This is an optimization exercise on Yosys and OpenROAD, whose aim is small area, a short achievable clock period and few clock cycles per item, not a production implementation. Only simulation tests tie the RTL to the original design; equivalence was not proved.

## flow/design.v (module list and top-level ports; edited modules follow where they fit)
// module sm2_mul: 184 lines
// module sm2_mul_tree: 6707 lines
module sm2_mul (
    input  wire         clk,
    input  wire         rst,       
    input  wire         start,     
    input  wire         a_sign,
    input  wire [575:0] a_mag,
    input  wire         b_sign,
    input  wire [575:0] b_mag,
    output wire         ready,
    output reg          done,      
    output reg          ovf,       
    output reg          p_sign,
    output wire [575:0] p_mag
);
  // ...
==> flow/run.sh <==
#!/bin/bash
# synth_recipe.tcl (not shown) runs the flow's synth.tcl, then flattens the netlist and writes it again
# the make line also repeats each setting of config.mk as NAME=value (left out here)
make -C /OpenROAD-flow-scripts/flow DESIGN_CONFIG=/design/flow/config.mk WORK_HOME=/design/flow/orfs CLKGATE_MAP_FILE= SYNTH_SCRIPT=/design/flow/synth_recipe.tcl finish
==> flow/config.mk <==
export PLATFORM = sky130hd
export DESIGN_NAME = sm2_mul
export DESIGN_NICKNAME = sm2_mul
export VERILOG_FILES = /design/flow/design.v
export SDC_FILE = /design/flow/constraint.sdc
export NUM_CORES = 4
export LEC_CHECK = 0
export CAP_MARGIN = 20
export CORE_MARGIN = 2
export CORE_UTILIZATION = 20
export PLACE_DENSITY = 0.3
export SLEW_MARGIN = 20
==> flow/constraint.sdc <==
create_clock -name core_clock -period 24.0 [get_ports {clk}]
set_input_delay 4.8000 -clock core_clock [delete_from_list [all_inputs] [get_ports {clk}]]
set_output_delay 4.8000 -clock core_clock [all_outputs]
set_load 0.01 [all_outputs]
==> flow_summary.json, run 1 <==
{
  "synth.area.top_cells": "fa_1 28%, xnor2_1 13%, edfxtp_1 12%",
  "synth_adder_area_share": 0.311,
  "setup_tns_ps": 0,
  "num_rows": 313,
  "post-route-util": 0.251,
  "slew_viol_final": 0,
  "worst_slew_pin_slew_ps": 1300,
  "seq_cell_count": 1137,
  "hpwl_um": 940000,
  "antenna_found_initial": 301,
  "yosysMostFrequentCell": "xnor2_1",
  "crit_top_cell": "a21oi_1",
  "reg.largest.list": "res: 576 flops, acc: 136 flops",
  "initial_core_util": 0.201,
  "grt_pass1_wl_um": 1610000,
  "num_tap_cells": 9607,
  "mostFrequentLayoutCell": "fa_1",
  "die_area_um2": 736000,
  "viasPerCell": 5.51,
  "largest-register": "res",
  "status": "complete, no violations",
  "crit_start": "anz[1]",
  "synthCells": 15200,
  "met1_usage": 0.406,
  "grt_max_degree": 126
}
Testbench counts, summed over its fixed seeds: cycles 19,019, items 2,400.
==> module sm2_mul, before the edit <==
module sm2_mul (
    input  wire         clk,
    input  wire         rst,       
    input  wire         start,     
    input  wire         a_sign,
    input  wire [575:0] a_mag,
    input  wire         b_sign,
    input  wire [575:0] b_mag,
    output wire         ready,
    output reg          done,      
    output reg          ovf,       
    output reg          p_sign,
    output wire [575:0] p_mag
);
    localparam integer W = 64;
    localparam integer N = 9;
    reg         busy;
    reg         first;       
    reg  [1:0]  s0k;         
    reg  [3:0]  ci;          
    reg  [3:0]  ck;          
    reg  [8:0]  anz, bnz;    
    reg         sgn;
    reg  [W-1:0] ad, bd;
    reg  [135:0] ps, pc;     
    reg         v1, ce1, ls1;
    reg  [3:0]  k1;
    reg  [135:0] acc;
    reg  [575:0] res;
    assign ready = ~busy;
    assign p_mag = res;
    function [3:0] dlen;
        input [8:0] nz;
        integer q;
        begin
            dlen = 4'd0;
            for (q = 0; q < N; q = q + 1)
                if (nz[q]) dlen = q + 1;
        end
    endfunction
    function [W-1:0] dsel;
        input [575:0] m;
        input [3:0]   s;
        begin
            if (s[3])
                dsel = m[8*W +: W];
            else
                case (s[2:0])
                    3'd0: dsel = m[0*W +: W];
                    3'd1: dsel = m[1*W +: W];
                    3'd2: dsel = m[2*W +: W];
                    3'd3: dsel = m[3*W +: W];
                    3'd4: dsel = m[4*W +: W];
                    3'd5: dsel = m[5*W +: W];
                    3'd6: dsel = m[6*W +: W];
                    default: dsel = m[7*W +: W];
                endcase
        end
    endfunction
    wire [3:0] la = dlen(anz);
    wire [3:0] lb = dlen(bnz);
    wire [4:0] lsum = la + lb;
    wire       zero_op = (la == 4'd0) | (lb == 4'd0);
    wire       big     = (lsum >= 5'd11);
    wire       tenth   = (lsum == 5'd10);
    wire [3:0] bi = (first | (s0k == 2'd2)) ? 4'd0 : ci;
    wire [3:0] bk = (first | (s0k == 2'd2)) ? 4'd0 : ck;
    wire [3:0] imax = (bk < la) ? bk : (la - 4'd1);
    wire       cend = (bi == imax);
    wire       last = cend & ({1'b0, bk} == lsum - 5'd2);
    wire [3:0] nk   = cend ? bk + 4'd1 : bk;
    wire [3:0] ni   = ~cend ? bi + 4'd1 : ((nk >= lb) ? nk - lb + 4'd1 : 4'd0);
    wire [3:0] nj   = nk - ni;
    wire [W-1:0] at, bt;     
    genvar g;
    generate
        for (g = 0; g < W; g = g + 1) begin : g_th
            assign at[g] = |ad[W-1:g];
            assign bt[g] = |bd[W-1:g];
        end
    endgenerate
    reg sure;
    integer x;
    always @(*) begin
        sure = 1'b0;
        for (x = 1; x < W; x = x + 1)
            sure = sure | (at[x] & bt[W-x]);
    end
    reg        issue;        
    reg        probe;        
    reg        fin0;         
    always @(*) begin
        issue = 1'b0;
        probe = 1'b0;
        fin0  = 1'b0;
        if (busy) begin
            if (first) begin
                if (zero_op | big) fin0 = 1'b1;
                else if (tenth) probe = 1'b1;
                else issue = ~last;
            end else if (s0k == 2'd2) begin
                if (sure) fin0 = 1'b1;
                else issue = 1'b1;
            end else if (s0k == 2'd1) begin
                issue = ~last;
            end
        end
    end
    wire [3:0] sel_a = probe ? la - 4'd1 : (issue ? ni : 4'd0);
    wire [3:0] sel_b = probe ? lb - 4'd1 : (issue ? nj : 4'd0);
    wire [135:0] ts, tc;
    sm2_mul_tree u_tree (.a(ad), .b(bd), .s(ts), .c(tc));
    wire [135:0] acc_n = acc + ps + pc;
    wire         fin2  = v1 & ls1;
    wire [W-1:0] lo    = acc_n[W-1:0];
    wire [W-1:0] hi    = acc_n[2*W-1:W];
    integer d;
    always @(posedge clk) begin
        if (rst) begin
            busy  <= 1'b0;
            first <= 1'b0;
            done  <= 1'b0;
            ovf   <= 1'b0;
            s0k   <= 2'd0;
            v1    <= 1'b0;
            acc   <= 136'd0;
        end else begin
            done <= 1'b0;
            if (!busy) begin
                for (d = 0; d < N; d = d + 1) begin
                    anz[d] <= |a_mag[d*W +: W];
                    bnz[d] <= |b_mag[d*W +: W];
                end
                sgn   <= a_sign ^ b_sign;
                ci    <= 4'd0;
                ck    <= 4'd0;
                s0k   <= 2'd1;
                first <= start;
                busy  <= start;
            end else begin
                first <= 1'b0;
                if (issue) begin
                    ci  <= ni;
                    ck  <= nk;
                    s0k <= 2'd1;
                end else if (probe) begin
                    s0k <= 2'd2;
                end else begin
                    s0k <= 2'd0;
                end
            end
            v1  <= busy & (s0k == 2'd1) & ~fin0 & ~fin2;
            if (fin0 | fin2) begin
                acc  <= 136'd0;
                busy <= 1'b0;
                done <= 1'b1;
            end else if (v1) begin
                acc <= ce1 ? (acc_n >> W) : acc_n;
            end
            if (fin0) begin
                ovf    <= ~zero_op | ~first;
                p_sign <= 1'b0;
            end else if (fin2) begin
                ovf    <= (k1 == 4'd8) & (acc_n[135:W] != 0);
                p_sign <= sgn;
            end
        end
        ad  <= dsel(a_mag, sel_a);
        bd  <= dsel(b_mag, sel_b);
        ps  <= ts;
        pc  <= tc;
        ce1 <= cend;
        ls1 <= last;
        k1  <= bk;
        for (d = 0; d < N; d = d + 1) begin
            if (v1 & ce1 & (k1 == d))
                res[d*W +: W] <= lo;
            else if (fin2 & (k1 + 1 == d))
                res[d*W +: W] <= hi;
            else if ((fin2 & (k1 + 1 < d)) | (fin0 & first & zero_op))
                res[d*W +: W] <= {W{1'b0}};
        end
    end
endmodule
==> run 2: changes to the inputs <==
--- a/flow/design.v
+++ b/flow/design.v
@@ -16,12 +16,20 @@
     localparam integer N = 9;
     reg         busy;
     reg         first;       
-    reg  [1:0]  s0k;         
-    reg  [3:0]  ci;          
-    reg  [3:0]  ck;          
     reg  [8:0]  anz, bnz;    
     reg         sgn;
+    reg  [3:0]  am, bm;      
+    reg         cv;          
+    reg  [3:0]  cix, cjx;    
+    reg  [8:0]  csa, csb;    
     reg  [W-1:0] ad, bd;
+    reg  [31:0] bone, btwo, bneg;    
+    reg         s0p2;        
+    reg         sure_r;      
+    reg         s0v;         
+    reg         s0p;         
+    reg         s0ce, s0ls;  
+    reg  [3:0]  s0k;         
     reg  [135:0] ps, pc;     
     reg         v1, ce1, ls1;
     reg  [3:0]  k1;
@@ -29,48 +37,67 @@
     reg  [575:0] res;
     assign ready = ~busy;
     assign p_mag = res;
-    function [3:0] dlen;
+    function [8:0] topbit;
         input [8:0] nz;
         integer q;
         begin
-            dlen = 4'd0;
             for (q = 0; q < N; q = q + 1)
-                if (nz[q]) dlen = q + 1;
+                topbit[q] = nz[q] & ~|(nz >> (q + 1));
         end
     endfunction
-    function [W-1:0] dsel;
-        input [575:0] m;
-        input [3:0]   s;
+    function [3:0] enc9;
+        input [8:0] oh;
+        begin
+            enc9 = {oh[8], oh[7] | oh[6] | oh[5] | oh[4],
+                    oh[7] | oh[6] | oh[3] | oh[2],
+                    oh[7] | oh[5] | oh[3] | oh[1]};
+        end
+    endfunction
+    wire [8:0] ta = topbit(anz);
+    wire [8:0] tb = topbit(bnz);
+    wire [3:0] am_n = enc9(ta);
+    wire [3:0] bm_n = enc9(tb);
+    reg zero_op, big, tenth;
+    integer p, q;
+    always @(*) begin
+        zero_op = ~|anz | ~|bnz;
+        big     = 1'b0;      
+        tenth   = 1'b0;      
+        for (p = 0; p < N; p = p + 1)
+            for (q = 0; q < N; q = q + 1) begin
+                if (p + q >= 9) big = big | (anz[p] & bnz[q]);
+                if (p + q == 8) tenth = tenth | (ta[p] & tb[q]);
+            end
+    end
+    function [9:0] nextp;    
+        input [3:0] i, j, ma, mb;
+        reg   [3:0] k1;
+        reg         ce, ls;
         begin
-            if (s[3])
-                dsel = m[8*W +: W];
+            ce = (i == ma) | (j == 4'd0);
+            ls = (i == ma) & (j == mb);
+            k1 = i + j + 4'd1;
+            if (!ce)
+                nextp = {ls, ce, i + 4'd1, j - 4'd1};
+            else if (k1 <= mb)
+                nextp = {ls, ce, 4'd0, k1};
             else
-                case (s[2:0])
-                    3'd0: dsel = m[0*W +: W];
-                    3'd1: dsel = m[1*W +: W];
-                    3'd2: dsel = m[2*W +: W];
-                    3'd3: dsel = m[3*W +: W];
-                    3'd4: dsel = m[4*W +: W];
-                    3'd5: dsel = m[5*W +: W];
-                    3'd6: dsel = m[6*W +: W];
-                    default: dsel = m[7*W +: W];
-                endcase
+                nextp = {ls, ce, k1 - mb, mb};
         end
     endfunction
-    wire [3:0] la = dlen(anz);
-    wire [3:0] lb = dlen(bnz);
-    wire [4:0] lsum = la + lb;
-    wire       zero_op = (la == 4'd0) | (lb == 4'd0);
-    wire       big     = (lsum >= 5'd11);
-    wire       tenth   = (lsum == 5'd10);
-    wire [3:0] bi = (first | (s0k == 2'd2)) ? 4'd0 : ci;
-    wire [3:0] bk = (first | (s0k == 2'd2)) ? 4'd0 : ck;
-    wire [3:0] imax = (bk < la) ? bk : (la - 4'd1);
-    wire       cend = (bi == imax);
-    wire       last = cend & ({1'b0, bk} == lsum - 5'd2);
-    wire [3:0] nk   = cend ? bk + 4'd1 : bk;
-    wire [3:0] ni   = ~cend ? bi + 4'd1 : ((nk >= lb) ? nk - lb + 4'd1 : 4'd0);
-    wire [3:0] nj   = nk - ni;
+    function [8:0] oh9;
+        input [3:0] v;
+        integer q;
+        begin
+            for (q = 0; q < N; q = q + 1)
+                oh9[q] = (v == q);
+        end
+    endfunction
+    wire [3:0] i1 = (bm_n != 4'd0) ? 4'd0 : 4'd1;
+    wire [3:0] j1 = (bm_n != 4'd0) ? 4'd1 : 4'd0;
+    wire       last00 = (am_n == 4'd0) & (bm_n == 4'd0);
+    wire [9:0] nx1 = nextp(i1, j1, am_n, bm_n);      
+    wire [9:0] nxc = nextp(cix, cjx, am, bm);
     wire [W-1:0] at, bt;     
     genvar g;
     generate
@@ -86,30 +113,24 @@
         for (x = 1; x < W; x = x + 1)
             sure = sure | (at[x] & bt[W-x]);
     end
-    reg        issue;        
-    reg        probe;        
-    reg        fin0;         
-    always @(*) begin
-        issue = 1'b0;
-        probe = 1'b0;
-        fin0  = 1'b0;
-        if (busy) begin
-            if (first) begin
-                if (zero_op | big) fin0 = 1'b1;
-                else if (tenth) probe = 1'b1;
-                else issue = ~last;
-            end else if (s0k == 2'd2) begin
-                if (sure) fin0 = 1'b1;
-                else issue = 1'b1;
-            end else if (s0k == 2'd1) begin
-                issue = ~last;
-            end
+    wire fin0 = busy & ((first & (zero_op | big)) | (s0p2 & sure_r));
+    wire [8:0] sel_a = first ? (tenth ? ta : oh9(i1)) : csa;
+    wire [8:0] sel_b = first ? (tenth ? tb : oh9(j1)) : csb;
+    function [W-1:0] dsel;
+        input [575:0] m;
+        input [8:0]   oh;
+        integer q;
+        begin
+            dsel = {W{1'b0}};
+            for (q = 0; q < N; q = q + 1)
+                dsel = dsel | (m[q*W +: W] & {W{oh[q]}});
         end
-    end
-    wire [3:0] sel_a = probe ? la - 4'd1 : (issue ? ni : 4'd0);
-    wire [3:0] sel_b = probe ? lb - 4'd1 : (issue ? nj : 4'd0);
+    endfunction
+    wire [W-1:0] bsel = dsel(b_mag, sel_b);
+    wire [W-1:0] bx   = {bsel[W-2:0], 1'b0};
     wire [135:0] ts, tc;
-    sm2_mul_tree u_tree (.a(ad), .b(bd), .s(ts), .c(tc));
+    sm2_mul_tree u_tree (.a(ad), .bone(bone), .btwo(btwo), .bneg(bneg), .btop(bd[W-1]),
+                         .s(ts), .c(tc));
     wire [135:0] acc_n = acc + ps + pc;
     wire         fin2  = v1 & ls1;
     wire [W-1:0] lo    = acc_n[W-1:0];
@@ -120,58 +141,105 @@
             busy  <= 1'b0;
             first <= 1'b0;
             done  <= 1'b0;
-            ovf   <= 1'b0;
-            s0k   <= 2'd0;
+            cv    <= 1'b0;
+            s0v   <= 1'b0;
+            s0p   <= 1'b0;
+            s0p2  <= 1'b0;
             v1    <= 1'b0;
-            acc   <= 136'd0;
+            csa   <= 9'd1;
+            csb   <= 9'd1;
         end else begin
             done <= 1'b0;
+            s0p2 <= s0p & busy;
             if (!busy) begin
                 for (d = 0; d < N; d = d + 1) begin
                     anz[d] <= |a_mag[d*W +: W];
                     bnz[d] <= |b_mag[d*W +: W];
                 end
                 sgn   <= a_sign ^ b_sign;
-                ci    <= 4'd0;
-                ck    <= 4'd0;
-                s0k   <= 2'd1;
                 first <= start;
                 busy  <= start;
-            end else begin
+                s0v   <= 1'b1;           
+                s0p   <= 1'b0;
+                cv    <= 1'b0;
+                csa   <= 9'd1;
+                csb   <= 9'd1;
+            end else if (first) begin
                 first <= 1'b0;
-                if (issue) begin
-                    ci  <= ni;
-                    ck  <= nk;
-                    s0k <= 2'd1;
-                end else if (probe) begin
-                    s0k <= 2'd2;
+                am    <= am_n;
+                bm    <= bm_n;
+                if (tenth) begin
+                    s0v <= 1'b0;
+                    s0p <= 1'b1;
+                    cv  <= 1'b1;
+                    cix <= i1;
+                    cjx <= j1;
+                    csa <= oh9(i1);
+                    csb <= oh9(j1);
                 end else begin
-                    s0k <= 2'd0;
+                    s0v <= ~last00;
+                    s0p <= 1'b0;
+                    cv  <= ~last00 & ~nx1[9];
+                    cix <= nx1[7:4];
+                    cjx <= nx1[3:0];
+                    csa <= oh9(nx1[7:4]);
+                    csb <= oh9(nx1[3:0]);
                 end
+            end else begin
+                s0v <= cv;
+                s0p <= 1'b0;
+                cv  <= cv & ~nxc[9];
+                cix <= nxc[7:4];
+                cjx <= nxc[3:0];
+                csa <= oh9(nxc[7:4]);
+                csb <= oh9(nxc[3:0]);
             end
-            v1  <= busy & (s0k == 2'd1) & ~fin0 & ~fin2;
             if (fin0 | fin2) begin
-                acc  <= 136'd0;
+                csa <= 9'd1;
+                csb <= 9'd1;
+            end
+            v1  <= busy & s0v & ~fin0 & ~fin2;
+            if (fin0 | fin2) begin
                 busy <= 1'b0;
                 done <= 1'b1;
-            end else if (v1) begin
-                acc <= ce1 ? (acc_n >> W) : acc_n;
-            end
-            if (fin0) begin
-                ovf    <= ~zero_op | ~first;
-                p_sign <= 1'b0;
-            end else if (fin2) begin
-                ovf    <= (k1 == 4'd8) & (acc_n[135:W] != 0);
-                p_sign <= sgn;
             end
         end
+        if (!busy)
+            acc <= 136'd0;
+        else if (v1)
+            acc <= ce1 ? (acc_n >> W) : acc_n;
+        if (fin0) begin
+            ovf    <= ~zero_op | ~first;
+            p_sign <= 1'b0;
+        end else if (fin2) begin
+            ovf    <= (k1 == 4'd8) & (acc_n[135:W] != 0);
+            p_sign <= sgn;
+        end
         ad  <= dsel(a_mag, sel_a);
-        bd  <= dsel(b_mag, sel_b);
+        bd  <= bsel;
+        for (d = 0; d < 32; d = d + 1) begin
+            bone[d] <= bsel[2*d] ^ bx[2*d];
+            btwo[d] <= (bsel[2*d+1] & ~bsel[2*d] & ~bx[2*d]) | (~bsel[2*d+1] & bsel[2*d] & bx[2*d]);
+            bneg[d] <= bsel[2*d+1];
+        end
+        sure_r <= sure;
         ps  <= ts;
         pc  <= tc;
-        ce1 <= cend;
-        ls1 <= last;
-        k1  <= bk;
+        if (!busy) begin
+            s0ce <= 1'b1;
+            s0k  <= 4'd0;
+        end else if (first) begin
+            s0ce <= nx1[8];
+            s0ls <= nx1[9];
+            s0k  <= i1 + j1;
+        end else begin
+            s0ce <= nxc[8];
+            s0ls <= nxc[9];
+            s0k  <= cix + cjx;
+        end
+        ce1 <= s0ce;
+        ls1 <= first ? last00 : s0ls;
+        k1  <= s0k;
         for (d = 0; d < N; d = d + 1) begin
             if (v1 & ce1 & (k1 == d))
                 res[d*W +: W] <= lo;
@@ -184,13 +252,16 @@
 endmodule
 module sm2_mul_tree (
     input  wire [63:0]  a,
-    input  wire [63:0]  b,
+    input  wire [31:0]  bone,
+    input  wire [31:0]  btwo,
+    input  wire [31:0]  bneg,
+    input  wire         btop,
     output wire [135:0] s,
     output wire [135:0] c
 );
-    wire one0 = b[0] ^ 1'b0;
-    wire two0 = (b[1] & ~b[0] & ~1'b0) | (~b[1] & b[0] & 1'b0);
-    wire neg0 = b[1];
+    wire one0 = bone[0];
+    wire two0 = btwo[0];
+    wire neg0 = bneg[0];
     wire pp0_0 = ((one0 & a[0])) ^ neg0;
     wire pp0_1 = ((one0 & a[1]) | (two0 & a[0])) ^ neg0;
     wire pp0_2 = ((one0 & a[2]) | (two0 & a[1])) ^ neg0;
@@ -257,9 +328,9 @@
     wire pp0_63 = ((one0 & a[63]) | (two0 & a[62])) ^ neg0;
     wire pp0_64 = ((two0 & a[63])) ^ neg0;
     wire sx0 = ~neg0;
-    wire one1 = b[2] ^ b[1];
-    wire two1 = (b[3] & ~b[2] & ~b[1]) | (~b[3] & b[2] & b[1]);
-    wire neg1 = b[3];
+    wire one1 = bone[1];
+    wire two1 = btwo[1];
+    wire neg1 = bneg[1];
     wire pp1_0 = ((one1 & a[0])) ^ neg1;
     wire pp1_1 = ((one1 & a[1]) | (two1 & a[0])) ^ neg1;
     wire pp1_2 = ((one1 & a[2]) | (two1 & a[1])) ^ neg1;
@@ -326,9 +397,9 @@
     wire pp1_63 = ((one1 & a[63]) | (two1 & a[62])) ^ neg1;
     wire pp1_64 = ((two1 & a[63])) ^ neg1;
     wire sx1 = ~neg1;
-    wire one2 = b[4] ^ b[3];
-    wire two2 = (b[5] & ~b[4] & ~b[3]) | (~b[5] & b[4] & b[3]);
-    wire neg2 = b[5];
+    wire one2 = bone[2];
+    wire two2 = btwo[2];
+    wire neg2 = bneg[2];
     wire pp2_0 = ((one2 & a[0])) ^ neg2;
     wire pp2_1 = ((one2 & a[1]) | (two2 & a[0])) ^ neg2;
     wire pp2_2 = ((one2 & a[2]) | (two2 & a[1])) ^ neg2;
@@ -395,9 +466,9 @@
     wire pp2_63 = ((one2 & a[63]) | (two2 & a[62])) ^ neg2;
     wire pp2_64 = ((two2 & a[63])) ^ neg2;
     wire sx2 = ~neg2;
-    wire one3 = b[6] ^ b[5];
-    wire two3 = (b[7] & ~b[6] & ~b[5]) | (~b[7] & b[6] & b[5]);
-    wire neg3 = b[7];
+    wire one3 = bone[3];
+    wire two3 = btwo[3];
+    wire neg3 = bneg[3];
     wire pp3_0 = ((one3 & a[0])) ^ neg3;
     wire pp3_1 = ((one3 & a[1]) | (two3 & a[0])) ^ neg3;
     wire pp3_2 = ((one3 & a[2]) | (two3 & a[1])) ^ neg3;
@@ -464,9 +535,9 @@
     wire pp3_63 = ((one3 & a[63]) | (two3 & a[62])) ^ neg3;
     wire pp3_64 = ((two3 & a[63])) ^ neg3;
     wire sx3 = ~neg3;
-    wire one4 = b[8] ^ b[7];
-    wire two4 = (b[9] & ~b[8] & ~b[7]) | (~b[9] & b[8] & b[7]);
-    wire neg4 = b[9];
+    wire one4 = bone[4];
+    wire two4 = btwo[4];
+    wire neg4 = bneg[4];
     wire pp4_0 = ((one4 & a[0])) ^ neg4;
     wire pp4_1 = ((one4 & a[1]) | (two4 & a[0])) ^ neg4;
     wire pp4_2 = ((one4 & a[2]) | (two4 & a[1])) ^ neg4;
@@ -533,9 +604,9 @@
     wire pp4_63 = ((one4 & a[63]) | (two4 & a[62])) ^ neg4;
     wire pp4_64 = ((two4 & a[63])) ^ neg4;
     wire sx4 = ~neg4;
-    wire one5 = b[10] ^ b[9];
-    wire two5 = (b[11] & ~b[10] & ~b[9]) | (~b[11] & b[10] & b[9]);
-    wire neg5 = b[11];
+    wire one5 = bone[5];
+    wire two5 = btwo[5];
+    wire neg5 = bneg[5];
     wire pp5_0 = ((one5 & a[0])) ^ neg5;
     wire pp5_1 = ((one5 & a[1]) | (two5 & a[0])) ^ neg5;
     wire pp5_2 = ((one5 & a[2]) | (two5 & a[1])) ^ neg5;
@@ -602,9 +673,9 @@
     wire pp5_63 = ((one5 & a[63]) | (two5 & a[62])) ^ neg5;
     wire pp5_64 = ((two5 & a[63])) ^ neg5;
     wire sx5 = ~neg5;
-    wire one6 = b[12] ^ b[11];
-    wire two6 = (b[13] & ~b[12] & ~b[11]) | (~b[13] & b[12] & b[11]);
-    wire neg6 = b[13];
+    wire one6 = bone[6];
+    wire two6 = btwo[6];
+    wire neg6 = bneg[6];
     wire pp6_0 = ((one6 & a[0])) ^ neg6;
     wire pp6_1 = ((one6 & a[1]) | (two6 & a[0])) ^ neg6;
     wire pp6_2 = ((one6 & a[2]) | (two6 & a[1])) ^ neg6;
@@ -671,9 +742,9 @@
     wire pp6_63 = ((one6 & a[63]) | (two6 & a[62])) ^ neg6;
     wire pp6_64 = ((two6 & a[63])) ^ neg6;
     wire sx6 = ~neg6;
-    wire one7 = b[14] ^ b[13];
-    wire two7 = (b[15] & ~b[14] & ~b[13]) | (~b[15] & b[14] & b[13]);
-    wire neg7 = b[15];
+    wire one7 = bone[7];
+    wire two7 = btwo[7];
+    wire neg7 = bneg[7];
     wire pp7_0 = ((one7 & a[0])) ^ neg7;
     wire pp7_1 = ((one7 & a[1]) | (two7 & a[0])) ^ neg7;
     wire pp7_2 = ((one7 & a[2]) | (two7 & a[1])) ^ neg7;
@@ -740,9 +811,9 @@
     wire pp7_63 = ((one7 & a[63]) | (two7 & a[62])) ^ neg7;
     wire pp7_64 = ((two7 & a[63])) ^ neg7;
     wire sx7 = ~neg7;
-    wire one8 = b[16] ^ b[15];
-    wire two8 = (b[17] & ~b[16] & ~b[15]) | (~b[17] & b[16] & b[15]);
-    wire neg8 = b[17];
+    wire one8 = bone[8];
+    wire two8 = btwo[8];
+    wire neg8 = bneg[8];
     wire pp8_0 = ((one8 & a[0])) ^ neg8;
     wire pp8_1 = ((one8 & a[1]) | (two8 & a[0])) ^ neg8;
     wire pp8_2 = ((one8 & a[2]) | (two8 & a[1])) ^ neg8;
@@ -809,9 +880,9 @@
     wire pp8_63 = ((one8 & a[63]) | (two8 & a[62])) ^ neg8;
     wire pp8_64 = ((two8 & a[63])) ^ neg8;
     wire sx8 = ~neg8;
-    wire one9 = b[18] ^ b[17];
-    wire two9 = (b[19] & ~b[18] & ~b[17]) | (~b[19] & b[18] & b[17]);
-    wire neg9 = b[19];
+    wire one9 = bone[9];
+    wire two9 = btwo[9];
+    wire neg9 = bneg[9];
     wire pp9_0 = ((one9 & a[0])) ^ neg9;
     wire pp9_1 = ((one9 & a[1]) | (two9 & a[0])) ^ neg9;
     wire pp9_2 = ((one9 & a[2]) | (two9 & a[1])) ^ neg9;
@@ -878,9 +949,9 @@
     wire pp9_63 = ((one9 & a[63]) | (two9 & a[62])) ^ neg9;
     wire pp9_64 = ((two9 & a[63])) ^ neg9;
     wire sx9 = ~neg9;
-    wire one10 = b[20] ^ b[19];
-    wire two10 = (b[21] & ~b[20] & ~b[19]) | (~b[21] & b[20] & b[19]);
-    wire neg10 = b[21];
+    wire one10 = bone[10];
+    wire two10 = btwo[10];
+    wire neg10 = bneg[10];
     wire pp10_0 = ((one10 & a[0])) ^ neg10;
     wire pp10_1 = ((one10 & a[1]) | (two10 & a[0])) ^ neg10;
     wire pp10_2 = ((one10 & a[2]) | (two10 & a[1])) ^ neg10;
@@ -947,9 +1018,9 @@
     wire pp10_63 = ((one10 & a[63]) | (two10 & a[62])) ^ neg10;
     wire pp10_64 = ((two10 & a[63])) ^ neg10;
     wire sx10 = ~neg10;
-    wire one11 = b[22] ^ b[21];
-    wire two11 = (b[23] & ~b[22] & ~b[21]) | (~b[23] & b[22] & b[21]);
-    wire neg11 = b[23];
+    wire one11 = bone[11];
+    wire two11 = btwo[11];
+    wire neg11 = bneg[11];
     wire pp11_0 = ((one11 & a[0])) ^ neg11;
     wire pp11_1 = ((one11 & a[1]) | (two11 & a[0])) ^ neg11;
     wire pp11_2 = ((one11 & a[2]) | (two11 & a[1])) ^ neg11;
@@ -1016,9 +1087,9 @@
     wire pp11_63 = ((one11 & a[63]) | (two11 & a[62])) ^ neg11;
     wire pp11_64 = ((two11 & a[63])) ^ neg11;
     wire sx11 = ~neg11;
-    wire one12 = b[24] ^ b[23];
-    wire two12 = (b[25] & ~b[24] & ~b[23]) | (~b[25] & b[24] & b[23]);
-    wire neg12 = b[25];
+    wire one12 = bone[12];
+    wire two12 = btwo[12];
+    wire neg12 = bneg[12];
     wire pp12_0 = ((one12 & a[0])) ^ neg12;
     wire pp12_1 = ((one12 & a[1]) | (two12 & a[0])) ^ neg12;
     wire pp12_2 = ((one12 & a[2]) | (two12 & a[1])) ^ neg12;
@@ -1085,9 +1156,9 @@
     wire pp12_63 = ((one12 & a[63]) | (two12 & a[62])) ^ neg12;
     wire pp12_64 = ((two12 & a[63])) ^ neg12;
     wire sx12 = ~neg12;
-    wire one13 = b[26] ^ b[25];
-    wire two13 = (b[27] & ~b[26] & ~b[25]) | (~b[27] & b[26] & b[25]);
-    wire neg13 = b[27];
+    wire one13 = bone[13];
+    wire two13 = btwo[13];
+    wire neg13 = bneg[13];
     wire pp13_0 = ((one13 & a[0])) ^ neg13;
     wire pp13_1 = ((one13 & a[1]) | (two13 & a[0])) ^ neg13;
     wire pp13_2 = ((one13 & a[2]) | (two13 & a[1])) ^ neg13;
@@ -1154,9 +1225,9 @@
     wire pp13_63 = ((one13 & a[63]) | (two13 & a[62])) ^ neg13;
     wire pp13_64 = ((two13 & a[63])) ^ neg13;
     wire sx13 = ~neg13;
-    wire one14 = b[28] ^ b[27];
-    wire two14 = (b[29] & ~b[28] & ~b[27]) | (~b[29] & b[28] & b[27]);
-    wire neg14 = b[29];
+    wire one14 = bone[14];
+    wire two14 = btwo[14];
+    wire neg14 = bneg[14];
     wire pp14_0 = ((one14 & a[0])) ^ neg14;
     wire pp14_1 = ((one14 & a[1]) | (two14 & a[0])) ^ neg14;
     wire pp14_2 = ((one14 & a[2]) | (two14 & a[1])) ^ neg14;
@@ -1223,9 +1294,9 @@
     wire pp14_63 = ((one14 & a[63]) | (two14 & a[62])) ^ neg14;
     wire pp14_64 = ((two14 & a[63])) ^ neg14;
     wire sx14 = ~neg14;
-    wire one15 = b[30] ^ b[29];
-    wire two15 = (b[31] & ~b[30] & ~b[29]) | (~b[31] & b[30] & b[29]);
-    wire neg15 = b[31];
+    wire one15 = bone[15];
+    wire two15 = btwo[15];
+    wire neg15 = bneg[15];
     wire pp15_0 = ((one15 & a[0])) ^ neg15;
     wire pp15_1 = ((one15 & a[1]) | (two15 & a[0])) ^ neg15;
     wire pp15_2 = ((one15 & a[2]) | (two15 & a[1])) ^ neg15;
@@ -1292,9 +1363,9 @@
     wire pp15_63 = ((one15 & a[63]) | (two15 & a[62])) ^ neg15;
     wire pp15_64 = ((two15 & a[63])) ^ neg15;
     wire sx15 = ~neg15;
-    wire one16 = b[32] ^ b[31];
-    wire two16 = (b[33] & ~b[32] & ~b[31]) | (~b[33] & b[32] & b[31]);
-    wire neg16 = b[33];
+    wire one16 = bone[16];
+    wire two16 = btwo[16];
+    wire neg16 = bneg[16];
     wire pp16_0 = ((one16 & a[0])) ^ neg16;
     wire pp16_1 = ((one16 & a[1]) | (two16 & a[0])) ^ neg16;
     wire pp16_2 = ((one16 & a[2]) | (two16 & a[1])) ^ neg16;
@@ -1361,9 +1432,9 @@
     wire pp16_63 = ((one16 & a[63]) | (two16 & a[62])) ^ neg16;
     wire pp16_64 = ((two16 & a[63])) ^ neg16;
     wire sx16 = ~neg16;
-    wire one17 = b[34] ^ b[33];
-    wire two17 = (b[35] & ~b[34] & ~b[33]) | (~b[35] & b[34] & b[33]);
-    wire neg17 = b[35];
+    wire one17 = bone[17];
+    wire two17 = btwo[17];
+    wire neg17 = bneg[17];
     wire pp17_0 = ((one17 & a[0])) ^ neg17;
     wire pp17_1 = ((one17 & a[1]) | (two17 & a[0])) ^ neg17;
     wire pp17_2 = ((one17 & a[2]) | (two17 & a[1])) ^ neg17;
@@ -1430,9 +1501,9 @@
     wire pp17_63 = ((one17 & a[63]) | (two17 & a[62])) ^ neg17;
     wire pp17_64 = ((two17 & a[63])) ^ neg17;
     wire sx17 = ~neg17;
-    wire one18 = b[36] ^ b[35];
-    wire two18 = (b[37] & ~b[36] & ~b[35]) | (~b[37] & b[36] & b[35]);
-    wire neg18 = b[37];
+    wire one18 = bone[18];
+    wire two18 = btwo[18];
+    wire neg18 = bneg[18];
     wire pp18_0 = ((one18 & a[0])) ^ neg18;
     wire pp18_1 = ((one18 & a[1]) | (two18 & a[0])) ^ neg18;
     wire pp18_2 = ((one18 & a[2]) | (two18 & a[1])) ^ neg18;
@@ -1499,9 +1570,9 @@
     wire pp18_63 = ((one18 & a[63]) | (two18 & a[62])) ^ neg18;
     wire pp18_64 = ((two18 & a[63])) ^ neg18;
     wire sx18 = ~neg18;
-    wire one19 = b[38] ^ b[37];
-    wire two19 = (b[39] & ~b[38] & ~b[37]) | (~b[39] & b[38] & b[37]);
-    wire neg19 = b[39];
+    wire one19 = bone[19];
+    wire two19 = btwo[19];
+    wire neg19 = bneg[19];
     wire pp19_0 = ((one19 & a[0])) ^ neg19;
     wire pp19_1 = ((one19 & a[1]) | (two19 & a[0])) ^ neg19;
     wire pp19_2 = ((one19 & a[2]) | (two19 & a[1])) ^ neg19;
@@ -1568,9 +1639,9 @@
     wire pp19_63 = ((one19 & a[63]) | (two19 & a[62])) ^ neg19;
     wire pp19_64 = ((two19 & a[63])) ^ neg19;
     wire sx19 = ~neg19;
-    wire one20 = b[40] ^ b[39];
-    wire two20 = (b[41] & ~b[40] & ~b[39]) | (~b[41] & b[40] & b[39]);
-    wire neg20 = b[41];
+    wire one20 = bone[20];
+    wire two20 = btwo[20];
+    wire neg20 = bneg[20];
     wire pp20_0 = ((one20 & a[0])) ^ neg20;
     wire pp20_1 = ((one20 & a[1]) | (two20 & a[0])) ^ neg20;
     wire pp20_2 = ((one20 & a[2]) | (two20 & a[1])) ^ neg20;
@@ -1637,9 +1708,9 @@
     wire pp20_63 = ((one20 & a[63]) | (two20 & a[62])) ^ neg20;
     wire pp20_64 = ((two20 & a[63])) ^ neg20;
     wire sx20 = ~neg20;
-    wire one21 = b[42] ^ b[41];
-    wire two21 = (b[43] & ~b[42] & ~b[41]) | (~b[43] & b[42] & b[41]);
-    wire neg21 = b[43];
+    wire one21 = bone[21];
+    wire two21 = btwo[21];
+    wire neg21 = bneg[21];
     wire pp21_0 = ((one21 & a[0])) ^ neg21;
     wire pp21_1 = ((one21 & a[1]) | (two21 & a[0])) ^ neg21;
     wire pp21_2 = ((one21 & a[2]) | (two21 & a[1])) ^ neg21;
@@ -1706,9 +1777,9 @@
     wire pp21_63 = ((one21 & a[63]) | (two21 & a[62])) ^ neg21;
     wire pp21_64 = ((two21 & a[63])) ^ neg21;
     wire sx21 = ~neg21;
-    wire one22 = b[44] ^ b[43];
-    wire two22 = (b[45] & ~b[44] & ~b[43]) | (~b[45] & b[44] & b[43]);
-    wire neg22 = b[45];
+    wire one22 = bone[22];
+    wire two22 = btwo[22];
+    wire neg22 = bneg[22];
     wire pp22_0 = ((one22 & a[0])) ^ neg22;
     wire pp22_1 = ((one22 & a[1]) | (two22 & a[0])) ^ neg22;
     wire pp22_2 = ((one22 & a[2]) | (two22 & a[1])) ^ neg22;
@@ -1775,9 +1846,9 @@
     wire pp22_63 = ((one22 & a[63]) | (two22 & a[62])) ^ neg22;
     wire pp22_64 = ((two22 & a[63])) ^ neg22;
     wire sx22 = ~neg22;
-    wire one23 = b[46] ^ b[45];
-    wire two23 = (b[47] & ~b[46] & ~b[45]) | (~b[47] & b[46] & b[45]);
-    wire neg23 = b[47];
+    wire one23 = bone[23];
+    wire two23 = btwo[23];
+    wire neg23 = bneg[23];
     wire pp23_0 = ((one23 & a[0])) ^ neg23;
     wire pp23_1 = ((one23 & a[1]) | (two23 & a[0])) ^ neg23;
     wire pp23_2 = ((one23 & a[2]) | (two23 & a[1])) ^ neg23;
@@ -1844,9 +1915,9 @@
     wire pp23_63 = ((one23 & a[63]) | (two23 & a[62])) ^ neg23;
     wire pp23_64 = ((two23 & a[63])) ^ neg23;
     wire sx23 = ~neg23;
-    wire one24 = b[48] ^ b[47];
-    wire two24 = (b[49] & ~b[48] & ~b[47]) | (~b[49] & b[48] & b[47]);
-    wire neg24 = b[49];
+    wire one24 = bone[24];
+    wire two24 = btwo[24];
+    wire neg24 = bneg[24];
     wire pp24_0 = ((one24 & a[0])) ^ neg24;
     wire pp24_1 = ((one24 & a[1]) | (two24 & a[0])) ^ neg24;
     wire pp24_2 = ((one24 & a[2]) | (two24 & a[1])) ^ neg24;
@@ -1913,9 +1984,9 @@
     wire pp24_63 = ((one24 & a[63]) | (two24 & a[62])) ^ neg24;
     wire pp24_64 = ((two24 & a[63])) ^ neg24;
     wire sx24 = ~neg24;
-    wire one25 = b[50] ^ b[49];
-    wire two25 = (b[51] & ~b[50] & ~b[49]) | (~b[51] & b[50] & b[49]);
-    wire neg25 = b[51];
+    wire one25 = bone[25];
+    wire two25 = btwo[25];
+    wire neg25 = bneg[25];
     wire pp25_0 = ((one25 & a[0])) ^ neg25;
     wire pp25_1 = ((one25 & a[1]) | (two25 & a[0])) ^ neg25;
     wire pp25_2 = ((one25 & a[2]) | (two25 & a[1])) ^ neg25;
@@ -1982,9 +2053,9 @@
     wire pp25_63 = ((one25 & a[63]) | (two25 & a[62])) ^ neg25;
     wire pp25_64 = ((two25 & a[63])) ^ neg25;
     wire sx25 = ~neg25;
-    wire one26 = b[52] ^ b[51];
-    wire two26 = (b[53] & ~b[52] & ~b[51]) | (~b[53] & b[52] & b[51]);
-    wire neg26 = b[53];
+    wire one26 = bone[26];
+    wire two26 = btwo[26];
+    wire neg26 = bneg[26];
     wire pp26_0 = ((one26 & a[0])) ^ neg26;
     wire pp26_1 = ((one26 & a[1]) | (two26 & a[0])) ^ neg26;
     wire pp26_2 = ((one26 & a[2]) | (two26 & a[1])) ^ neg26;
@@ -2051,9 +2122,9 @@
     wire pp26_63 = ((one26 & a[63]) | (two26 & a[62])) ^ neg26;
     wire pp26_64 = ((two26 & a[63])) ^ neg26;
     wire sx26 = ~neg26;
-    wire one27 = b[54] ^ b[53];
-    wire two27 = (b[55] & ~b[54] & ~b[53]) | (~b[55] & b[54] & b[53]);
-    wire neg27 = b[55];
+    wire one27 = bone[27];
+    wire two27 = btwo[27];
+    wire neg27 = bneg[27];
     wire pp27_0 = ((one27 & a[0])) ^ neg27;
     wire pp27_1 = ((one27 & a[1]) | (two27 & a[0])) ^ neg27;
     wire pp27_2 = ((one27 & a[2]) | (two27 & a[1])) ^ neg27;
@@ -2120,9 +2191,9 @@
     wire pp27_63 = ((one27 & a[63]) | (two27 & a[62])) ^ neg27;
     wire pp27_64 = ((two27 & a[63])) ^ neg27;
     wire sx27 = ~neg27;
-    wire one28 = b[56] ^ b[55];
-    wire two28 = (b[57] & ~b[56] & ~b[55]) | (~b[57] & b[56] & b[55]);
-    wire neg28 = b[57];
+    wire one28 = bone[28];
+    wire two28 = btwo[28];
+    wire neg28 = bneg[28];
     wire pp28_0 = ((one28 & a[0])) ^ neg28;
     wire pp28_1 = ((one28 & a[1]) | (two28 & a[0])) ^ neg28;
     wire pp28_2 = ((one28 & a[2]) | (two28 & a[1])) ^ neg28;
@@ -2189,9 +2260,9 @@
     wire pp28_63 = ((one28 & a[63]) | (two28 & a[62])) ^ neg28;
     wire pp28_64 = ((two28 & a[63])) ^ neg28;
     wire sx28 = ~neg28;
-    wire one29 = b[58] ^ b[57];
-    wire two29 = (b[59] & ~b[58] & ~b[57]) | (~b[59] & b[58] & b[57]);
-    wire neg29 = b[59];
+    wire one29 = bone[29];
+    wire two29 = btwo[29];
+    wire neg29 = bneg[29];
     wire pp29_0 = ((one29 & a[0])) ^ neg29;
     wire pp29_1 = ((one29 & a[1]) | (two29 & a[0])) ^ neg29;
     wire pp29_2 = ((one29 & a[2]) | (two29 & a[1])) ^ neg29;
@@ -2258,9 +2329,9 @@
     wire pp29_63 = ((one29 & a[63]) | (two29 & a[62])) ^ neg29;
     wire pp29_64 = ((two29 & a[63])) ^ neg29;
     wire sx29 = ~neg29;
-    wire one30 = b[60] ^ b[59];
-    wire two30 = (b[61] & ~b[60] & ~b[59]) | (~b[61] & b[60] & b[59]);
-    wire neg30 = b[61];
+    wire one30 = bone[30];
+    wire two30 = btwo[30];
+    wire neg30 = bneg[30];
     wire pp30_0 = ((one30 & a[0])) ^ neg30;
     wire pp30_1 = ((one30 & a[1]) | (two30 & a[0])) ^ neg30;
     wire pp30_2 = ((one30 & a[2]) | (two30 & a[1])) ^ neg30;
@@ -2327,9 +2398,9 @@
     wire pp30_63 = ((one30 & a[63]) | (two30 & a[62])) ^ neg30;
     wire pp30_64 = ((two30 & a[63])) ^ neg30;
     wire sx30 = ~neg30;
-    wire one31 = b[62] ^ b[61];
-    wire two31 = (b[63] & ~b[62] & ~b[61]) | (~b[63] & b[62] & b[61]);
-    wire neg31 = b[63];
+    wire one31 = bone[31];
+    wire two31 = btwo[31];
+    wire neg31 = bneg[31];
     wire pp31_0 = ((one31 & a[0])) ^ neg31;
     wire pp31_1 = ((one31 & a[1]) | (two31 & a[0])) ^ neg31;
     wire pp31_2 = ((one31 & a[2]) | (two31 & a[1])) ^ neg31;
@@ -2396,70 +2467,70 @@
     wire pp31_63 = ((one31 & a[63]) | (two31 & a[62])) ^ neg31;
     wire pp31_64 = ((two31 & a[63])) ^ neg31;
     wire sx31 = ~neg31;
-    wire pq0 = a[0] & b[63];
-    wire pq1 = a[1] & b[63];
-    wire pq2 = a[2] & b[63];
-    wire pq3 = a[3] & b[63];
-    wire pq4 = a[4] & b[63];
-    wire pq5 = a[5] & b[63];
-    wire pq6 = a[6] & b[63];
-    wire pq7 = a[7] & b[63];
-    wire pq8 = a[8] & b[63];
-    wire pq9 = a[9] & b[63];
-    wire pq10 = a[10] & b[63];
-    wire pq11 = a[11] & b[63];
-    wire pq12 = a[12] & b[63];
-    wire pq13 = a[13] & b[63];
-    wire pq14 = a[14] & b[63];
-    wire pq15 = a[15] & b[63];
-    wire pq16 = a[16] & b[63];
-    wire pq17 = a[17] & b[63];
-    wire pq18 = a[18] & b[63];
-    wire pq19 = a[19] & b[63];
-    wire pq20 = a[20] & b[63];
-    wire pq21 = a[21] & b[63];
-    wire pq22 = a[22] & b[63];
-    wire pq23 = a[23] & b[63];
-    wire pq24 = a[24] & b[63];
-    wire pq25 = a[25] & b[63];
-    wire pq26 = a[26] & b[63];
-    wire pq27 = a[27] & b[63];
-    wire pq28 = a[28] & b[63];
-    wire pq29 = a[29] & b[63];
-    wire pq30 = a[30] & b[63];
-    wire pq31 = a[31] & b[63];
-    wire pq32 = a[32] & b[63];
-    wire pq33 = a[33] & b[63];
-    wire pq34 = a[34] & b[63];
-    wire pq35 = a[35] & b[63];
-    wire pq36 = a[36] & b[63];
-    wire pq37 = a[37] & b[63];
-    wire pq38 = a[38] & b[63];
-    wire pq39 = a[39] & b[63];
-    wire pq40 = a[40] & b[63];
-    wire pq41 = a[41] & b[63];
-    wire pq42 = a[42] & b[63];
-    wire pq43 = a[43] & b[63];
-    wire pq44 = a[44] & b[63];
-    wire pq45 = a[45] & b[63];
-    wire pq46 = a[46] & b[63];
-    wire pq47 = a[47] & b[63];
-    wire pq48 = a[48] & b[63];
-    wire pq49 = a[49] & b[63];
-    wire pq50 = a[50] & b[63];
-    wire pq51 = a[51] & b[63];
-    wire pq52 = a[52] & b[63];
-    wire pq53 = a[53] & b[63];
-    wire pq54 = a[54] & b[63];
-    wire pq55 = a[55] & b[63];
-    wire pq56 = a[56] & b[63];
-    wire pq57 = a[57] & b[63];
-    wire pq58 = a[58] & b[63];
-    wire pq59 = a[59] & b[63];
-    wire pq60 = a[60] & b[63];
-    wire pq61 = a[61] & b[63];
-    wire pq62 = a[62] & b[63];
-    wire pq63 = a[63] & b[63];
+    wire pq0 = a[0] & btop;
+    wire pq1 = a[1] & btop;
+    wire pq2 = a[2] & btop;
+    wire pq3 = a[3] & btop;
+    wire pq4 = a[4] & btop;
+    wire pq5 = a[5] & btop;
+    wire pq6 = a[6] & btop;
+    wire pq7 = a[7] & btop;
+    wire pq8 = a[8] & btop;
+    wire pq9 = a[9] & btop;
+    wire pq10 = a[10] & btop;
+    wire pq11 = a[11] & btop;
+    wire pq12 = a[12] & btop;
+    wire pq13 = a[13] & btop;
+    wire pq14 = a[14] & btop;
+    wire pq15 = a[15] & btop;
+    wire pq16 = a[16] & btop;
+    wire pq17 = a[17] & btop;
+    wire pq18 = a[18] & btop;
+    wire pq19 = a[19] & btop;
+    wire pq20 = a[20] & btop;
+    wire pq21 = a[21] & btop;
+    wire pq22 = a[22] & btop;
+    wire pq23 = a[23] & btop;
+    wire pq24 = a[24] & btop;
+    wire pq25 = a[25] & btop;
+    wire pq26 = a[26] & btop;
+    wire pq27 = a[27] & btop;
+    wire pq28 = a[28] & btop;
+    wire pq29 = a[29] & btop;
+    wire pq30 = a[30] & btop;
+    wire pq31 = a[31] & btop;
+    wire pq32 = a[32] & btop;
+    wire pq33 = a[33] & btop;
+    wire pq34 = a[34] & btop;
+    wire pq35 = a[35] & btop;
+    wire pq36 = a[36] & btop;
+    wire pq37 = a[37] & btop;
+    wire pq38 = a[38] & btop;
+    wire pq39 = a[39] & btop;
+    wire pq40 = a[40] & btop;
+    wire pq41 = a[41] & btop;
+    wire pq42 = a[42] & btop;
+    wire pq43 = a[43] & btop;
+    wire pq44 = a[44] & btop;
+    wire pq45 = a[45] & btop;
+    wire pq46 = a[46] & btop;
+    wire pq47 = a[47] & btop;
+    wire pq48 = a[48] & btop;
+    wire pq49 = a[49] & btop;
+    wire pq50 = a[50] & btop;
+    wire pq51 = a[51] & btop;
+    wire pq52 = a[52] & btop;
+    wire pq53 = a[53] & btop;
+    wire pq54 = a[54] & btop;
+    wire pq55 = a[55] & btop;
+    wire pq56 = a[56] & btop;
+    wire pq57 = a[57] & btop;
+    wire pq58 = a[58] & btop;
+    wire pq59 = a[59] & btop;
+    wire pq60 = a[60] & btop;
+    wire pq61 = a[61] & btop;
+    wire pq62 = a[62] & btop;
+    wire pq63 = a[63] & btop;
     wire s1 = pp0_54 ^ pp1_52;
     wire c2 = pp0_54 & pp1_52;
     wire s3 = pp0_55 ^ pp1_53;
==> flow/flow/run.sh (new file) <==
#!/bin/bash
# Layout: the standard ORFS flow (standard.sh, unchanged synthesis, floorplan,
# power grid, placement, CTS and routing) on the design's constraint.sdc.
# Only the timing repair effort differs: repair_timing is asked for a setup
# margin, so it keeps sizing and buffering until the paths have that much slack
# at the design's clock period. The constraints themselves are not changed.
set -euo pipefail
bash standard.sh SETUP_SLACK_MARGIN=17.5 finish > flow_finish.log 2>&1
==> flow/standard.sh (new file) <==
#!/bin/bash
# synth_recipe.tcl (not shown) runs the flow's synth.tcl, then flattens the netlist and writes it again
# the make line also repeats each setting of config.mk as NAME=value (left out here)
make -C /OpenROAD-flow-scripts/flow DESIGN_CONFIG=/design/flow/config.mk WORK_HOME=/design/flow/orfs CLKGATE_MAP_FILE= SYNTH_SCRIPT=/design/flow/synth_recipe.tcl "${@:-finish}"
--- a/flow/config.mk
+++ b/flow/config.mk
@@ -5,8 +5,9 @@
 export SDC_FILE = /design/flow/constraint.sdc
 export NUM_CORES = 4
 export LEC_CHECK = 0
+export ABC_CLOCK_PERIOD_IN_PS = 5000
 export CAP_MARGIN = 20
 export CORE_MARGIN = 2
-export CORE_UTILIZATION = 20
-export PLACE_DENSITY = 0.3
+export CORE_UTILIZATION = 30
+export PLACE_DENSITY = 0.42
 export SLEW_MARGIN = 20
removed: flow/run.sh
==> flow_summary.json, run 2 <==
{
  "hp-start": "s0ce",
  "wl_per_cell_um": 51.9,
  "ff2ff_path_depth": 15,
  "firstDrtPassIters": 10,
  "worst_slew_pin_slew_ps": 1650,
  "maxSlewHeadroom": -0.106,
  "gp_congestion": 1.10,
  "status": "finished with violations",
  "root_buffer": "clkbuf_16",
  "hold_viol": 0,
  "clock-sinks": 1235,
  "so_faults": "max-capacitance violations, max-slew violations",
  "r2r-start": "bnz[8]",
  "grt_remaining_overflow": 0,
  "synth_seq_cells": 1235,
  "clockBufferDepth": 4,
  "yosysMostFrequentCell": "a22oi_1",
  "h-tree-depth": 4,
  "yosysSeqAreaShare": 0.211,
  "track_usage": 0.468,
  "synth.top_cells.by_count": "2091 x a22oi_1, 2063 x fa_1, 1473 x inv_1, 1181 x xor2_1, 1084 x xnor2_1",
  "hold_end": "ce1",
  "grt_max_degree": 77,
  "syn-mean-instance-area_um2": 9.76,
  "reg.largest.list": "res: 576 flops, acc: 136 flops",
  "viasPerCell": 6.47,
  "r2r_end": "btwo[8]",
  "syn-num-nets": 18400,
  "finClkSkew_ps": 128,
  "syn_area_um2": 146000,
  "die_width_um": 702,
  "vias": 149000,
  "cap_viol_max_count": 2,
  "synth.distinct_cells": 85,
  "port_buffers": 1736,
  "dieHeight_um": 702,
  "antenna_found_initial": 341,
  "critPathArrivalTime_ps": 7740,
  "worstSetupStartpointType": "input pin",
  "yosysTopAreaCell": "fa_1",
  "fmax_ghz": 0.142,
  "crit_path_end_kind": "flop",
  "largest_reg_flops": 576,
  "hold_path_class": "reg2reg",
  "worstPathRequired_ps": 24690,
  "fin_nets": 19400,
  "worstSetupPathType": "in2reg",
  "grt_pass1_vias": 143000,
  "drt-total-wl_um": 1190000,
  "min_period_over_period": 0.293,
  "mostFrequentLayoutCell": "a22oi_1",
  "synthArstFlopShare": 0,
  "clkTransAtPathRegs_ps": 70,
  "yosysWarnings": 1,
  "initial_core_util": 0.301,
  "min_period_ps": 7040,
  "detail-route-antenna-nets": 0,
  "hpwl_um": 863000,
  "slew_viol_final": 46,
  "synth_edf_count": 613,
  "setup_viol_count_final": 0,
  "drc": 0,
  "cts_tree": "yes",
  "coreArea_um2": 485000,
  "areaGrowthSynthToFinish_pct": 23.7,
  "clk_latency_ps": 990,
  "ios": 1737,
  "num_rows": 256,
  "rsz0062_at_grt": "yes",
  "synth_top_area_frac": 0.283,
  "synthFlopType": "dfxtp_1",
  "grt_pass1_wl_um": 1520000,
  "final_layout_size_suffix_gt1_frac": 0.0959,
  "die_area_um2": 492000,
  "worst-r2r-setup-slack_ps": 17290,
  "layout_common_cells": "2075 x a22oi_1, 2051 x fa_1, 1470 x inv_1",
  "synth.area.top_cells": "fa_1 28%, edfxtp_1 13%, a22oi_1 11%",
  "path_max_fanout": 19,
  "setup_tns_ps": 0,
  "synthCells": 14900,
  "drt_iter0_drc": 23500,
  "min_path_cells": 0,
  "numCtsBuffers": 159,
  "largest-register": "res"
}
==> run 2: cells by family after synthesis <==
logic type | synth area share
adder cells (fa/ha/maj) | 0.307
multiplexers | 0.00243
buffers and inverters | 0.0789
AO/OA/AOI/OAI | 0.195
flip-flops | 0.211
AND/OR/NAND/NOR | 0.0693
XOR/XNOR | 0.136
==> run 2: repair_timing <==
action,in CTS,in global routing
cloned,0,1
setup buffers,30,58
hold buffers,0,0
pin swaps,30,14
setup endpoints to repair,730,104
gates resized for setup,1284,127
==> run 2: critical path: stages <==
cell,delay (ps)
dlygate4sd2_1,290
nor4_4,350
nand4_1,1300
or4_1,980
==> run 2: cell type report <==
cell class,count,area [um2]
Tap cell,6450,8070
Timing Repair inverter,1,11.3
Clock buffer,209,4450
Antenna cell,521,1300
Multi-Input combinational cell,10600,106000
Sequential cell,1235,31400
Clock inverter,80,962
Timing Repair Buffer,2379,22900
Fill cell,49200,305000
Inverter,1484,5620
==> run 2: through the flow <==
stage / worst slack (ps) / hold slack, ps / area [um2] / utilization / instances
6_report: 16960 / 327 / 181000 / 0.372 / 23000
3_3_place_gp: 15140 / 315 / 172000 / 0.353 / 22100
5_1_grt: 17040 / 337 / 180000 / 0.371 / 22800
4_1_cts: 17180 / 327 / 178000 / 0.367 / 22400
2_1_floorplan: 17910 / 310 / 146000 / - / 14900
3_5_place_dp: 15570 / 313 / 172000 / 0.354 / 22100
==> run 2: layer usage <==
layer,share of wire,GRT usage,vias up
met5,0.0018,0.0221,-
met1,0.34,0.520,76600
met4,0.10,0.397,149
li1,-,-,54900
met2,0.42,0.687,13200
met3,0.13,0.202,4125
==> run 2: how the worst max path moves through the flow <==
stage,start,endpoint,slack (ps),cells after the start
final,a_mag[464],anz[7],16960,4
after global routing,a_mag[464],anz[7],17040,4
after CTS,busy,ready,17180,3
after detailed placement,b_mag[525],bone[7],15570,5
after global placement,b_mag[462],bnz[7],15140,4
after floorplan,rst,csb[6],17910,5
Testbench counts of run 2, summed over its fixed seeds: cycles 19,255, items 2,400.
==> run 3: changes to the inputs <==
==> flow/flow/run.sh (replaced) <==
#!/bin/bash
# Layout: the standard ORFS flow (standard.sh: the unchanged synthesis,
# floorplan, power grid, placement, CTS and routing) on the design's
# constraint.sdc, with two changes in how the layout is made:
#  - repair_timing is asked for a setup margin, so it keeps sizing and
#    buffering until the paths have that much slack at the design's clock
#    period (the constraints themselves are not changed);
#  - every input and output port still gets its own buffer, but a plain
#    buf_2 instead of the delay buffer buffer_ports picks by default.
set -euo pipefail
bash standard.sh SETUP_SLACK_MARGIN=17.5 \
    "BUFFER_PORTS_ARGS=-buffer_cell sky130_fd_sc_hd__buf_2" \
    finish > flow_finish.log 2>&1
==> flow_summary.json, run 3 <==
{
  "setup_viol_count_final": 0,
  "num_rows": 256,
  "setup_tns_ps": 0,
  "antenna_found_initial": 414,
  "critPathArrivalTime_ps": 7430,
  "gp_congestion": 1.11,
  "cts_tree": "yes",
  "min_period_ps": 6750,
  "synthArstFlopShare": 0,
  "clk_latency_ps": 990,
  "grt_pass1_vias": 142000,
  "so_faults": "antenna violations",
  "die_area_um2": 492000,
  "worstSetupPathType": "in2reg",
  "yosysMostFrequentCell": "a22oi_1",
  "hold_buffers": 0,
  "fmax_ghz": 0.148,
  "n_fill_cell": 50100,
  "final_layout_size_suffix_gt1_frac": 0.190,
  "synthCells": 14900,
  "synth.area.top_cells": "fa_1 28%, edfxtp_1 13%, a22oi_1 11%",
  "worst_slew_pin_slew_ps": 1290,
  "rsz0062_at_grt": "yes",
  "largest_reg_flops": 576,
  "yosysWarnings": 1,
  "viasPerCell": 6.47,
  "synth_seq_cells": 1235,
  "yosysTopAreaCell": "fa_1",
  "synthFlopType": "dfxtp_1",
  "initial_core_util": 0.301,
  "finClkSkew_ps": 151,
  "dieHeight_um": 702,
  "synth.distinct_cells": 85,
  "detail-route-antenna-nets": 1,
  "maxSlewHeadroom": 0.136,
  "syn-num-nets": 18400,
  "hold_path_class": "reg2reg",
  "root_buffer": "clkbuf_16",
  "syn-mean-instance-area_um2": 9.76,
  "numCtsBuffers": 159,
  "fin_nets": 19400,
  "crit_path_end_kind": "flop",
  "areaGrowthSynthToFinish_pct": 17.0,
  "slew_viol_final": 0,
  "grt_pass1_wl_um": 1490000,
  "largest-register": "res",
  "synth_edf_count": 613,
  "yosysSeqAreaShare": 0.211,
  "layout_common_cells": "2080 x a22oi_1, 2057 x fa_1, 1736 x buf_2",
  "worstSetupStartpointType": "input pin",
  "grt_remaining_overflow": 0,
  "status": "finished with violations",
  "drt_iter0_drc": 23300,
  "synth_top_area_frac": 0.283,
  "clkTransAtPathRegs_ps": 70,
  "port_buffers": 1736,
  "synth.top_cells.by_count": "2091 x a22oi_1, 2063 x fa_1, 1473 x inv_1, 1181 x xor2_1, 1084 x xnor2_1",
  "die_width_um": 702,
  "track_usage": 0.457,
  "clockBufferDepth": 4,
  "min_period_over_period": 0.281,
  "firstDrtPassIters": 10,
  "hold_viol": 0,
  "h-tree-depth": 4,
  "cap_viol_max_count": 0,
  "vias": 147000,
  "ios": 1737,
  "grt_max_degree": 75,
  "drt-total-wl_um": 1170000,
  "worstPathRequired_ps": 24680,
  "hpwl_um": 855000,
  "path_max_fanout": 2,
  "mostFrequentLayoutCell": "a22oi_1",
  "drc": 0,
  "syn_area_um2": 146000,
  "wl_per_cell_um": 51.1,
  "clock-sinks": 1235,
  "reg.largest.list": "res: 576 flops, acc: 136 flops",
  "coreArea_um2": 485000
}
[run 3: path summary, 6_finish.rpt]
| check | startpoint | end | slack [ps] | cells after the start |
|---|---|---|---|---|
| min | s0ce | ce1 | 340 | 0 |
| max | a_mag[462] | anz[7] | 17250 | 4 |
| max reg2reg | ad[11] | ps[52] | 17290 | 12 |
| min reg2reg | s0ce | ce1 | 340 | 0 |
[run 3: kinds of logic after synthesis]
kind of cell               after synthesis  share of synthesized area
buffers and inverters                 3066                     0.0789
muxes                                   34                    0.00243
xor gates and xnor gates              2265                      0.136
and+or+nand+nor                       2034                     0.0693
adders and majority gates             2340                      0.307
DFF                                   1235                      0.211
AOI/OAI and AO/OA                     3973                      0.195
[run 3: timing repair]
action / 4_1_cts / 5_1_grt
endpoints found under the setup margin: 121 / 79
setup buffers: 10 / 35
pin swaps: 5 / 12
gates resized for setup: 105 / 96
[run 3: critical path, stage by stage]
cell	delay, ps
buf_2	110
nor4_1	500
nand4_1	1090
or4_4	910
[run 3: cell type report]
cell class | count | area (um2) | area share
diodes | 340 | 851 | 0.00498
clock buffers | 207 | 4400 | 0.0258
clock inverters | 80 | 802 | 0.00470
inverters | 1484 | 5610 | 0.0329
multi-input cells | 10600 | 105000 | 0.617
flip-flops and latches | 1235 | 31400 | 0.184
well taps | 6450 | 8070 | 0.0473
repair buffers | 2349 | 14300 | 0.0836
[run 3: metal layers]
layer  vias up  global-route usage  routed length, um
met3      4076               0.178             142000
met2     12800               0.683             498000
met5         -             0.00706               1480
met4       162               0.383             123000
met1     75700               0.512             401000
li1      54600                   -                  -
[run 3: per-stage QoR]
stage	cell area, um2	util	hold slack (ps)	setup WS [ps]	instances
after floorplan	146000	-	310	17910	14900
after CTS	169000	0.348	326	17340	22400
after global placement	163000	0.336	309	13950	22100
final	171000	0.352	339	17250	22800
after global routing	170000	0.351	330	17310	22600
after detailed placement	163000	0.336	313	16220	22100

==> separate check: timing with driven ports <==
How much do the figures lean on ideal ports? The routed layouts below were timed once more, with nothing changed but the port constraints. Step 1: set_driving_cell puts a clkbuf_16 on clk and a buf_2 on each other input, an assumption about the parent block. Step 2 times the ports against the registers' clock, not the clock port: input delays grow and output delays shrink by t, the midpoint of the rising clock arrivals with the driver on. Three values: no drivers, after step 1, after step 2; two values: the first two.
run | t (ns) | setup slack, ns | worst setup path after step 2 | worst slew at a driven data input, ns
run 1 | 1.071 | 14.936 / 14.936 / 14.936 | register to register | 0.62
run 2 | 1.074 | 16.956 / 17.013 / 15.939 | input to register | 0.80
run 3 | 1.055 | 17.253 / 17.219 / 16.318 | input to register | 1.03
The setup slack of run 2, which loses most, moves by +0.057 ns with the drivers and by -1.017 ns with both steps.
